From an optimization exercise on the open Yosys and OpenROAD flow, aimed at small area; shortcuts taken in it are not production practice.
Function was checked by simulation only, so behaviour that the tests miss may differ from the original.
The clock port is modelled as an ideal driver, which makes a skipped or thinned clock tree look cheaper than it is; a real chip needs a root buffer or a tree.
Power and IR drop assume default switching activity.

## twpc_slave
module twpc_slave (
    input  wire        clk,
    input  wire        rst,           
    input  wire        line_in,       
    input  wire [7:0]  my_type,       
    input  wire [23:0] my_ident,      
    output wire        drv,           
    output reg         light,
    output reg  [1:0]  motor_dir,     
    output reg  [7:0]  motor_speed,
    output reg  [1:0]  state,         
    output reg  [7:0]  own_id
);
export LEC_CHECK = 0
export ABC_AREA = 1
export CAP_MARGIN = 20
export CORE_MARGIN = 2
export CORE_UTILIZATION = 40
export GPL_TIMING_DRIVEN = 0
export SLEW_MARGIN = 20
create_clock -name core_clock -period 5.0 [get_ports {clk}]
standard.sh (not shown) runs the stock make flow with config.mk's settings and CLKGATE_MAP_FILE= SYNTH_SCRIPT=/design/flow/synth_recipe.tcl, a recipe that flattens the netlist after the stock synthesis.
==> flow/flow/run.sh <==
#!/bin/bash
set -euo pipefail
export BUFFER_PORTS_ARGS="-buffer_cell sky130_fd_sc_hd__buf_1"
export CTS_ARGS="-sink_clustering_enable -repair_clock_nets -dont_use_dummy_load -buf_list sky130_fd_sc_hd__clkbuf_4"
bash standard.sh synth > synth.log 2>&1
R=orfs/results/$FLOW_PLATFORM/twpc_slave/base
cp $R/1_2_yosys.v std_1_2_yosys.v
bash flow/reopt.sh $PWD/std_1_2_yosys.v $PWD/reopt.v $PWD/reopt > reopt.log 2>&1
cp reopt.v $R/1_2_yosys.v
rm -f $R/1_synth.odb $R/1_synth.sdc
bash standard.sh cts > cts.log 2>&1
CTS_ODB=$PWD/$R/4_cts.odb openroad -no_init -exit flow/clock_tree.tcl > clock_tree.log 2>&1
bash standard.sh > finish.log 2>&1
==> flow/flow/abc_nf_s1.script <==
strash
&get -n
&deepsyn -T 120 -S 1
&put
&get -n
&nf -R 1000 -p
&put
mfs2 -a
strash
&get -n
&nf -R 1000 -p
&put
==> flow/flow/abc_nf_s11.script <==
strash
&get -n
&deepsyn -T 120 -S 11
&put
&get -n
&nf -R 1000 -p
&put
mfs2 -a
strash
&get -n
&nf -R 1000 -p
&put
==> flow/flow/abc_nf_s15.script <==
strash
&get -n
&deepsyn -T 120 -S 15
&put
&get -n
&nf -R 1000 -p
&put
mfs2 -a
strash
&get -n
&nf -R 1000 -p
&put
==> flow/flow/abc_nf_s5.script <==
strash
&get -n
&deepsyn -T 120 -S 5
&put
&get -n
&nf -R 1000 -p
&put
mfs2 -a
strash
&get -n
&nf -R 1000 -p
&put
==> flow/flow/abc_nfd_s1.script <==
strash
&get -n
&dc2
&put
&get -n
&deepsyn -T 120 -S 1
&put
&get -n
&nf -R 1000 -p
&put
mfs2 -a
strash
&get -n
&nf -R 1000 -p
&put
==> flow/flow/abc_nfd_s15.script <==
strash
&get -n
&dc2
&put
&get -n
&deepsyn -T 120 -S 15
&put
&get -n
&nf -R 1000 -p
&put
mfs2 -a
strash
&get -n
&nf -R 1000 -p
&put
==> flow/flow/abc_nfd_s21.script <==
strash
&get -n
&dc2
&put
&get -n
&deepsyn -T 120 -S 21
&put
&get -n
&nf -R 1000 -p
&put
mfs2 -a
strash
&get -n
&nf -R 1000 -p
&put
==> flow/flow/abc_nfd_s6.script <==
strash
&get -n
&dc2
&put
&get -n
&deepsyn -T 120 -S 6
&put
&get -n
&nf -R 1000 -p
&put
mfs2 -a
strash
&get -n
&nf -R 1000 -p
&put
==> flow/flow/abc_nfm_s15.script <==
strash
dc2
dch -f
map -a
strash
&get -n
&deepsyn -T 120 -S 15
&put
&get -n
&nf -R 1000 -p
&put
mfs2 -a
strash
&get -n
&nf -R 1000 -p
&put
==> flow/flow/abc_nfm_s2.script <==
strash
dc2
dch -f
map -a
strash
&get -n
&deepsyn -T 120 -S 2
&put
&get -n
&nf -R 1000 -p
&put
mfs2 -a
strash
&get -n
&nf -R 1000 -p
&put
==> flow/flow/abc_nfm_s29.script <==
strash
dc2
dch -f
map -a
strash
&get -n
&deepsyn -T 120 -S 29
&put
&get -n
&nf -R 1000 -p
&put
mfs2 -a
strash
&get -n
&nf -R 1000 -p
&put
==> flow/flow/abc_nfm_s9.script <==
strash
dc2
dch -f
map -a
strash
&get -n
&deepsyn -T 120 -S 9
&put
&get -n
&nf -R 1000 -p
&put
mfs2 -a
strash
&get -n
&nf -R 1000 -p
&put
Other scripts of this flow, unchanged in this note and not shown: flow/flow/clock_tree.tcl, flow/flow/reopt.sh
The baseline completed without violations.
Change:
==> flow/flow/abc_nfm_s73.script (new file) <==
strash
dc2
dch -f
map -a
strash
&get -n
&deepsyn -T 120 -S 73
&put
&get -n
&nf -R 1000 -p
&put
mfs2 -a
strash
&get -n
&nf -R 1000 -p
&put
==> flow/flow/abc_nfm_s75.script (new file) <==
strash
dc2
dch -f
map -a
strash
&get -n
&deepsyn -T 120 -S 75
&put
&get -n
&nf -R 1000 -p
&put
mfs2 -a
strash
&get -n
&nf -R 1000 -p
&put
==> flow/flow/abc_nfm_s77.script (new file) <==
strash
dc2
dch -f
map -a
strash
&get -n
&deepsyn -T 120 -S 77
&put
&get -n
&nf -R 1000 -p
&put
mfs2 -a
strash
&get -n
&nf -R 1000 -p
&put
==> flow/flow/abc_nfm_s79.script (new file) <==
strash
dc2
dch -f
map -a
strash
&get -n
&deepsyn -T 120 -S 79
&put
&get -n
&nf -R 1000 -p
&put
mfs2 -a
strash
&get -n
&nf -R 1000 -p
&put
==> flow/flow/abc_nfm_s81.script (new file) <==
strash
dc2
dch -f
map -a
strash
&get -n
&deepsyn -T 120 -S 81
&put
&get -n
&nf -R 1000 -p
&put
mfs2 -a
strash
&get -n
&nf -R 1000 -p
&put
==> flow/flow/abc_nfm_s83.script (new file) <==
strash
dc2
dch -f
map -a
strash
&get -n
&deepsyn -T 120 -S 83
&put
&get -n
&nf -R 1000 -p
&put
mfs2 -a
strash
&get -n
&nf -R 1000 -p
&put
==> flow/flow/abc_nfm_s85.script (new file) <==
strash
dc2
dch -f
map -a
strash
&get -n
&deepsyn -T 120 -S 85
&put
&get -n
&nf -R 1000 -p
&put
mfs2 -a
strash
&get -n
&nf -R 1000 -p
&put
==> flow/flow/abc_nfm_s87.script (new file) <==
strash
dc2
dch -f
map -a
strash
&get -n
&deepsyn -T 120 -S 87
&put
&get -n
&nf -R 1000 -p
&put
mfs2 -a
strash
&get -n
&nf -R 1000 -p
&put
==> flow/flow/abc_nfm_s89.script (new file) <==
strash
dc2
dch -f
map -a
strash
&get -n
&deepsyn -T 120 -S 89
&put
&get -n
&nf -R 1000 -p
&put
mfs2 -a
strash
&get -n
&nf -R 1000 -p
&put
==> flow/flow/abc_nfm_s91.script (new file) <==
strash
dc2
dch -f
map -a
strash
&get -n
&deepsyn -T 120 -S 91
&put
&get -n
&nf -R 1000 -p
&put
mfs2 -a
strash
&get -n
&nf -R 1000 -p
&put
--- a/flow/config.mk
+++ b/flow/config.mk
@@ -8,3 +8,3 @@
 export ABC_AREA = 1
-export CAP_MARGIN = 20
+export CAP_MARGIN = 0
 export CORE_MARGIN = 2
@@ -12,2 +12,2 @@
 export GPL_TIMING_DRIVEN = 0
-export SLEW_MARGIN = 20
+export SLEW_MARGIN = 0
removed: flow/flow/abc_nf_s1.script
removed: flow/flow/abc_nf_s11.script
removed: flow/flow/abc_nf_s15.script
removed: flow/flow/abc_nf_s5.script
removed: flow/flow/abc_nfd_s1.script
removed: flow/flow/abc_nfd_s15.script
removed: flow/flow/abc_nfd_s21.script
removed: flow/flow/abc_nfd_s6.script
removed: flow/flow/abc_nfm_s15.script
removed: flow/flow/abc_nfm_s9.script
What happened: Power is about the same; hold slack is better by 49 ps; wire length went down by 0.99%; global-route usage shrinks by 0.22 points; synthesized cell count does not change; setup slack gets worse by 480 ps; cell area drops by 0.44%; core utilization came out lower by 0.22 points.
Change:
==> flow/flow/abc_nf_s1.script (new file) <==
strash
&get -n
&deepsyn -T 150 -S 1
&put
&get -n
&nf -R 1000 -p
&put
mfs2 -a
strash
&get -n
&nf -R 1000 -p
&put
==> flow/flow/abc_nf_s11.script (new file) <==
strash
&get -n
&deepsyn -T 150 -S 11
&put
&get -n
&nf -R 1000 -p
&put
mfs2 -a
strash
&get -n
&nf -R 1000 -p
&put
==> flow/flow/abc_nf_s15.script (new file) <==
strash
&get -n
&deepsyn -T 150 -S 15
&put
&get -n
&nf -R 1000 -p
&put
mfs2 -a
strash
&get -n
&nf -R 1000 -p
&put
==> flow/flow/abc_nf_s17.script (new file) <==
strash
&get -n
&deepsyn -T 150 -S 17
&put
&get -n
&nf -R 1000 -p
&put
mfs2 -a
strash
&get -n
&nf -R 1000 -p
&put
==> flow/flow/abc_nf_s5.script (new file) <==
strash
&get -n
&deepsyn -T 150 -S 5
&put
&get -n
&nf -R 1000 -p
&put
mfs2 -a
strash
&get -n
&nf -R 1000 -p
&put
==> flow/flow/abc_nf_s6.script (new file) <==
strash
&get -n
&deepsyn -T 150 -S 6
&put
&get -n
&nf -R 1000 -p
&put
mfs2 -a
strash
&get -n
&nf -R 1000 -p
&put
==> flow/flow/abc_nfd_s1.script (new file) <==
strash
&get -n
&dc2
&put
&get -n
&deepsyn -T 150 -S 1
&put
&get -n
&nf -R 1000 -p
&put
mfs2 -a
strash
&get -n
&nf -R 1000 -p
&put
==> flow/flow/abc_nfd_s11.script (new file) <==
strash
&get -n
&dc2
&put
&get -n
&deepsyn -T 150 -S 11
&put
&get -n
&nf -R 1000 -p
&put
mfs2 -a
strash
&get -n
&nf -R 1000 -p
&put
==> flow/flow/abc_nfd_s15.script (new file) <==
strash
&get -n
&dc2
&put
&get -n
&deepsyn -T 150 -S 15
&put
&get -n
&nf -R 1000 -p
&put
mfs2 -a
strash
&get -n
&nf -R 1000 -p
&put
==> flow/flow/abc_nfd_s17.script (new file) <==
strash
&get -n
&dc2
&put
&get -n
&deepsyn -T 150 -S 17
&put
&get -n
&nf -R 1000 -p
&put
mfs2 -a
strash
&get -n
&nf -R 1000 -p
&put
==> flow/flow/abc_nfd_s5.script (new file) <==
strash
&get -n
&dc2
&put
&get -n
&deepsyn -T 150 -S 5
&put
&get -n
&nf -R 1000 -p
&put
mfs2 -a
strash
&get -n
&nf -R 1000 -p
&put
==> flow/flow/abc_nfd_s6.script (new file) <==
strash
&get -n
&dc2
&put
&get -n
&deepsyn -T 150 -S 6
&put
&get -n
&nf -R 1000 -p
&put
mfs2 -a
strash
&get -n
&nf -R 1000 -p
&put
--- a/flow/config.mk
+++ b/flow/config.mk
@@ -8,6 +8,5 @@
 export ABC_AREA = 1
-export CAP_MARGIN = 0
+export CAP_MARGIN = 20
 export CORE_MARGIN = 2
 export CORE_UTILIZATION = 40
-export GPL_TIMING_DRIVEN = 0
-export SLEW_MARGIN = 0
+export SLEW_MARGIN = 20
removed: flow/flow/abc_nfm_s2.script
removed: flow/flow/abc_nfm_s29.script
removed: flow/flow/abc_nfm_s73.script
removed: flow/flow/abc_nfm_s75.script
removed: flow/flow/abc_nfm_s77.script
removed: flow/flow/abc_nfm_s79.script
removed: flow/flow/abc_nfm_s81.script
removed: flow/flow/abc_nfm_s83.script
removed: flow/flow/abc_nfm_s85.script
removed: flow/flow/abc_nfm_s87.script
removed: flow/flow/abc_nfm_s89.script
removed: flow/flow/abc_nfm_s91.script
- hold slack improved by 5.5 ps
- synthesized cell count rises slightly
- sequential share of layout area falls by 0.43 points
- cell count rises slightly
- cell area rises slightly
Change:
==> flow/flow/abc_nf_s1.script (replaced) <==
strash
&get -n
&deepsyn -T 120 -S 1
&put
&get -n
&nf -R 1000 -p
&put
mfs2 -a
strash
&get -n
&nf -R 1000 -p
&put
==> flow/flow/abc_nf_s11.script (replaced) <==
strash
&get -n
&deepsyn -T 120 -S 11
&put
&get -n
&nf -R 1000 -p
&put
mfs2 -a
strash
&get -n
&nf -R 1000 -p
&put
==> flow/flow/abc_nf_s15.script (replaced) <==
strash
&get -n
&deepsyn -T 120 -S 15
&put
&get -n
&nf -R 1000 -p
&put
mfs2 -a
strash
&get -n
&nf -R 1000 -p
&put
==> flow/flow/abc_nf_s17.script (replaced) <==
strash
&get -n
&deepsyn -T 120 -S 17
&put
&get -n
&nf -R 1000 -p
&put
mfs2 -a
strash
&get -n
&nf -R 1000 -p
&put
==> flow/flow/abc_nf_s21.script (new file) <==
strash
&get -n
&deepsyn -T 120 -S 21
&put
&get -n
&nf -R 1000 -p
&put
mfs2 -a
strash
&get -n
&nf -R 1000 -p
&put
==> flow/flow/abc_nf_s23.script (new file) <==
strash
&get -n
&deepsyn -T 120 -S 23
&put
&get -n
&nf -R 1000 -p
&put
mfs2 -a
strash
&get -n
&nf -R 1000 -p
&put
==> flow/flow/abc_nf_s5.script (replaced) <==
strash
&get -n
&deepsyn -T 120 -S 5
&put
&get -n
&nf -R 1000 -p
&put
mfs2 -a
strash
&get -n
&nf -R 1000 -p
&put
==> flow/flow/abc_nf_s6.script (replaced) <==
strash
&get -n
&deepsyn -T 120 -S 6
&put
&get -n
&nf -R 1000 -p
&put
mfs2 -a
strash
&get -n
&nf -R 1000 -p
&put
==> flow/flow/abc_nfd_s1.script (replaced) <==
strash
&get -n
&dc2
&put
&get -n
&deepsyn -T 120 -S 1
&put
&get -n
&nf -R 1000 -p
&put
mfs2 -a
strash
&get -n
&nf -R 1000 -p
&put
==> flow/flow/abc_nfd_s11.script (replaced) <==
strash
&get -n
&dc2
&put
&get -n
&deepsyn -T 120 -S 11
&put
&get -n
&nf -R 1000 -p
&put
mfs2 -a
strash
&get -n
&nf -R 1000 -p
&put
==> flow/flow/abc_nfd_s15.script (replaced) <==
strash
&get -n
&dc2
&put
&get -n
&deepsyn -T 120 -S 15
&put
&get -n
&nf -R 1000 -p
&put
mfs2 -a
strash
&get -n
&nf -R 1000 -p
&put
==> flow/flow/abc_nfd_s17.script (replaced) <==
strash
&get -n
&dc2
&put
&get -n
&deepsyn -T 120 -S 17
&put
&get -n
&nf -R 1000 -p
&put
mfs2 -a
strash
&get -n
&nf -R 1000 -p
&put
==> flow/flow/abc_nfd_s21.script (new file) <==
strash
&get -n
&dc2
&put
&get -n
&deepsyn -T 120 -S 21
&put
&get -n
&nf -R 1000 -p
&put
mfs2 -a
strash
&get -n
&nf -R 1000 -p
&put
==> flow/flow/abc_nfd_s23.script (new file) <==
strash
&get -n
&dc2
&put
&get -n
&deepsyn -T 120 -S 23
&put
&get -n
&nf -R 1000 -p
&put
mfs2 -a
strash
&get -n
&nf -R 1000 -p
&put
==> flow/flow/abc_nfd_s5.script (replaced) <==
strash
&get -n
&dc2
&put
&get -n
&deepsyn -T 120 -S 5
&put
&get -n
&nf -R 1000 -p
&put
mfs2 -a
strash
&get -n
&nf -R 1000 -p
&put
==> flow/flow/abc_nfd_s6.script (replaced) <==
strash
&get -n
&dc2
&put
&get -n
&deepsyn -T 120 -S 6
&put
&get -n
&nf -R 1000 -p
&put
mfs2 -a
strash
&get -n
&nf -R 1000 -p
&put
==> flow/flow/abc_nfm_s15.script (new file) <==
strash
dc2
dch -f
map -a
strash
&get -n
&deepsyn -T 120 -S 15
&put
&get -n
&nf -R 1000 -p
&put
mfs2 -a
strash
&get -n
&nf -R 1000 -p
&put
==> flow/flow/abc_nfm_s2.script (new file) <==
strash
dc2
dch -f
map -a
strash
&get -n
&deepsyn -T 120 -S 2
&put
&get -n
&nf -R 1000 -p
&put
mfs2 -a
strash
&get -n
&nf -R 1000 -p
&put
==> flow/flow/abc_nfm_s29.script (new file) <==
strash
dc2
dch -f
map -a
strash
&get -n
&deepsyn -T 120 -S 29
&put
&get -n
&nf -R 1000 -p
&put
mfs2 -a
strash
&get -n
&nf -R 1000 -p
&put
==> flow/flow/abc_nfm_s9.script (new file) <==
strash
dc2
dch -f
map -a
strash
&get -n
&deepsyn -T 120 -S 9
&put
&get -n
&nf -R 1000 -p
&put
mfs2 -a
strash
&get -n
&nf -R 1000 -p
&put
Effect: Core utilization increases by 0.14 points; final area decreases slightly; register-to-register slack gains 300 ps; via count decreases by a few percent; area after synthesis decreases slightly; critical path depth does not change; sequential power is about the same; setup slack gains 110 ps; combinational power decreases by roughly a tenth; wire length decreases by a few percent; clock-buffer cell count stays the same.
Change:
==> flow/flow/abc_nfm_s73.script (new file) <==
strash
dc2
dch -f
map -a
strash
&get -n
&deepsyn -T 120 -S 73
&put
&get -n
&nf -R 1000 -p
&put
mfs2 -a
strash
&get -n
&nf -R 1000 -p
&put
==> flow/flow/abc_nfm_s75.script (new file) <==
strash
dc2
dch -f
map -a
strash
&get -n
&deepsyn -T 120 -S 75
&put
&get -n
&nf -R 1000 -p
&put
mfs2 -a
strash
&get -n
&nf -R 1000 -p
&put
==> flow/flow/abc_nfm_s77.script (new file) <==
strash
dc2
dch -f
map -a
strash
&get -n
&deepsyn -T 120 -S 77
&put
&get -n
&nf -R 1000 -p
&put
mfs2 -a
strash
&get -n
&nf -R 1000 -p
&put
==> flow/flow/abc_nfm_s79.script (new file) <==
strash
dc2
dch -f
map -a
strash
&get -n
&deepsyn -T 120 -S 79
&put
&get -n
&nf -R 1000 -p
&put
mfs2 -a
strash
&get -n
&nf -R 1000 -p
&put
==> flow/flow/abc_nfm_s81.script (new file) <==
strash
dc2
dch -f
map -a
strash
&get -n
&deepsyn -T 120 -S 81
&put
&get -n
&nf -R 1000 -p
&put
mfs2 -a
strash
&get -n
&nf -R 1000 -p
&put
==> flow/flow/abc_nfm_s83.script (new file) <==
strash
dc2
dch -f
map -a
strash
&get -n
&deepsyn -T 120 -S 83
&put
&get -n
&nf -R 1000 -p
&put
mfs2 -a
strash
&get -n
&nf -R 1000 -p
&put
==> flow/flow/abc_nfm_s85.script (new file) <==
strash
dc2
dch -f
map -a
strash
&get -n
&deepsyn -T 120 -S 85
&put
&get -n
&nf -R 1000 -p
&put
mfs2 -a
strash
&get -n
&nf -R 1000 -p
&put
==> flow/flow/abc_nfm_s87.script (new file) <==
strash
dc2
dch -f
map -a
strash
&get -n
&deepsyn -T 120 -S 87
&put
&get -n
&nf -R 1000 -p
&put
mfs2 -a
strash
&get -n
&nf -R 1000 -p
&put
==> flow/flow/abc_nfm_s89.script (new file) <==
strash
dc2
dch -f
map -a
strash
&get -n
&deepsyn -T 120 -S 89
&put
&get -n
&nf -R 1000 -p
&put
mfs2 -a
strash
&get -n
&nf -R 1000 -p
&put
==> flow/flow/abc_nfm_s91.script (new file) <==
strash
dc2
dch -f
map -a
strash
&get -n
&deepsyn -T 120 -S 91
&put
&get -n
&nf -R 1000 -p
&put
mfs2 -a
strash
&get -n
&nf -R 1000 -p
&put
--- a/flow/config.mk
+++ b/flow/config.mk
@@ -11,2 +11,3 @@
 export CORE_UTILIZATION = 40
+export GPL_TIMING_DRIVEN = 0
 export SLEW_MARGIN = 20
removed: flow/flow/abc_nf_s1.script
removed: flow/flow/abc_nf_s11.script
removed: flow/flow/abc_nf_s15.script
removed: flow/flow/abc_nf_s17.script
removed: flow/flow/abc_nf_s21.script
removed: flow/flow/abc_nf_s23.script
removed: flow/flow/abc_nf_s5.script
removed: flow/flow/abc_nf_s6.script
removed: flow/flow/abc_nfd_s1.script
removed: flow/flow/abc_nfd_s11.script
removed: flow/flow/abc_nfd_s15.script
removed: flow/flow/abc_nfd_s17.script
removed: flow/flow/abc_nfd_s21.script
removed: flow/flow/abc_nfd_s23.script
removed: flow/flow/abc_nfd_s5.script
removed: flow/flow/abc_nfd_s6.script
removed: flow/flow/abc_nfm_s15.script
removed: flow/flow/abc_nfm_s9.script
Effect: The changed run went through all stages and came out clean; sequential power barely changes; clock-buffer cell count does not change; non-clock buffer count drops by 2; critical path depth is unchanged; worst setup slack gets worse by 150 ps; via count climbs by about 1.1%; power climbs by about 0.4%.
Change:
==> flow/flow/abc_nfm_s51.script (new file) <==
strash
dc2
dch -f
map -a
strash
&get -n
&deepsyn -T 120 -S 51
&put
&get -n
&nf -R 1000 -p
&put
mfs2 -a
strash
&get -n
&nf -R 1000 -p
&put
==> flow/flow/abc_nfm_s53.script (new file) <==
strash
dc2
dch -f
map -a
strash
&get -n
&deepsyn -T 120 -S 53
&put
&get -n
&nf -R 1000 -p
&put
mfs2 -a
strash
&get -n
&nf -R 1000 -p
&put
==> flow/flow/abc_nfm_s55.script (new file) <==
strash
dc2
dch -f
map -a
strash
&get -n
&deepsyn -T 120 -S 55
&put
&get -n
&nf -R 1000 -p
&put
mfs2 -a
strash
&get -n
&nf -R 1000 -p
&put
==> flow/flow/abc_nfm_s57.script (new file) <==
strash
dc2
dch -f
map -a
strash
&get -n
&deepsyn -T 120 -S 57
&put
&get -n
&nf -R 1000 -p
&put
mfs2 -a
strash
&get -n
&nf -R 1000 -p
&put
==> flow/flow/abc_nfm_s59.script (new file) <==
strash
dc2
dch -f
map -a
strash
&get -n
&deepsyn -T 120 -S 59
&put
&get -n
&nf -R 1000 -p
&put
mfs2 -a
strash
&get -n
&nf -R 1000 -p
&put
==> flow/flow/abc_nfm_s61.script (new file) <==
strash
dc2
dch -f
map -a
strash
&get -n
&deepsyn -T 120 -S 61
&put
&get -n
&nf -R 1000 -p
&put
mfs2 -a
strash
&get -n
&nf -R 1000 -p
&put
==> flow/flow/abc_nfm_s63.script (new file) <==
strash
dc2
dch -f
map -a
strash
&get -n
&deepsyn -T 120 -S 63
&put
&get -n
&nf -R 1000 -p
&put
mfs2 -a
strash
&get -n
&nf -R 1000 -p
&put
==> flow/flow/abc_nfm_s65.script (new file) <==
strash
dc2
dch -f
map -a
strash
&get -n
&deepsyn -T 120 -S 65
&put
&get -n
&nf -R 1000 -p
&put
mfs2 -a
strash
&get -n
&nf -R 1000 -p
&put
==> flow/flow/abc_nfm_s67.script (new file) <==
strash
dc2
dch -f
map -a
strash
&get -n
&deepsyn -T 120 -S 67
&put
&get -n
&nf -R 1000 -p
&put
mfs2 -a
strash
&get -n
&nf -R 1000 -p
&put
==> flow/flow/abc_nfm_s69.script (new file) <==
strash
dc2
dch -f
map -a
strash
&get -n
&deepsyn -T 120 -S 69
&put
&get -n
&nf -R 1000 -p
&put
mfs2 -a
strash
&get -n
&nf -R 1000 -p
&put
==> flow/flow/abc_nfm_s71.script (new file) <==
strash
dc2
dch -f
map -a
strash
&get -n
&deepsyn -T 120 -S 71
&put
&get -n
&nf -R 1000 -p
&put
mfs2 -a
strash
&get -n
&nf -R 1000 -p
&put
removed: flow/flow/abc_nfm_s2.script
removed: flow/flow/abc_nfm_s29.script
removed: flow/flow/abc_nfm_s75.script
removed: flow/flow/abc_nfm_s77.script
removed: flow/flow/abc_nfm_s79.script
removed: flow/flow/abc_nfm_s81.script
removed: flow/flow/abc_nfm_s83.script
removed: flow/flow/abc_nfm_s85.script
removed: flow/flow/abc_nfm_s87.script
removed: flow/flow/abc_nfm_s89.script
removed: flow/flow/abc_nfm_s91.script
Outcome:
- clock-buffer cell count does not change
- final area is about the same
- worst setup slack gets worse by 470 ps
- utilization stays flat
- total power grows slightly
- cell count grows slightly
- routed wire length grows by a few percent
- register-to-register slack gets worse by 500 ps

[what the ideal ports hide]
No port has a modelled driver above. Below, the same layouts with a new extraction and two added sets of constraints. Step 1, drivers: a clkbuf_16 drives clk and a buf_2 each remaining input, both assumed. Step 2 moves the port delays by t, midway between the first and last clock arrival at a register: inputs arrive t later, outputs are due t later. That takes back most of the time a late clock gives input paths. Slacks: ideal / step 1 / step 2; pairs: ideal / step 1.
run	shift t [ns]	setup WS [ns]	worst register clock-pin slew, ns	worst data-port slew with drivers (ns)
the first run	0.203	1.343 / 1.377 / 1.175	0.11 / 0.11	0.04
the second run	0.195	0.860 / 0.886 / 0.691	0.10 / 0.10	0.04
the third run	0.205	1.375 / 1.410 / 1.206	0.11 / 0.11	0.04
the fourth run	0.202	1.489 / 1.519 / 1.318	0.10 / 0.10	0.04
the fifth run	0.203	1.343 / 1.377 / 1.175	0.11 / 0.11	0.04
the sixth run	0.192	0.871 / 0.898 / 0.706	0.09 / 0.09	0.03
After both steps setup and hold are still met in every run listed. For the fourth run, which loses most, drivers alone change the setup slack by +0.030 ns; drivers and shift together by -0.171 ns.
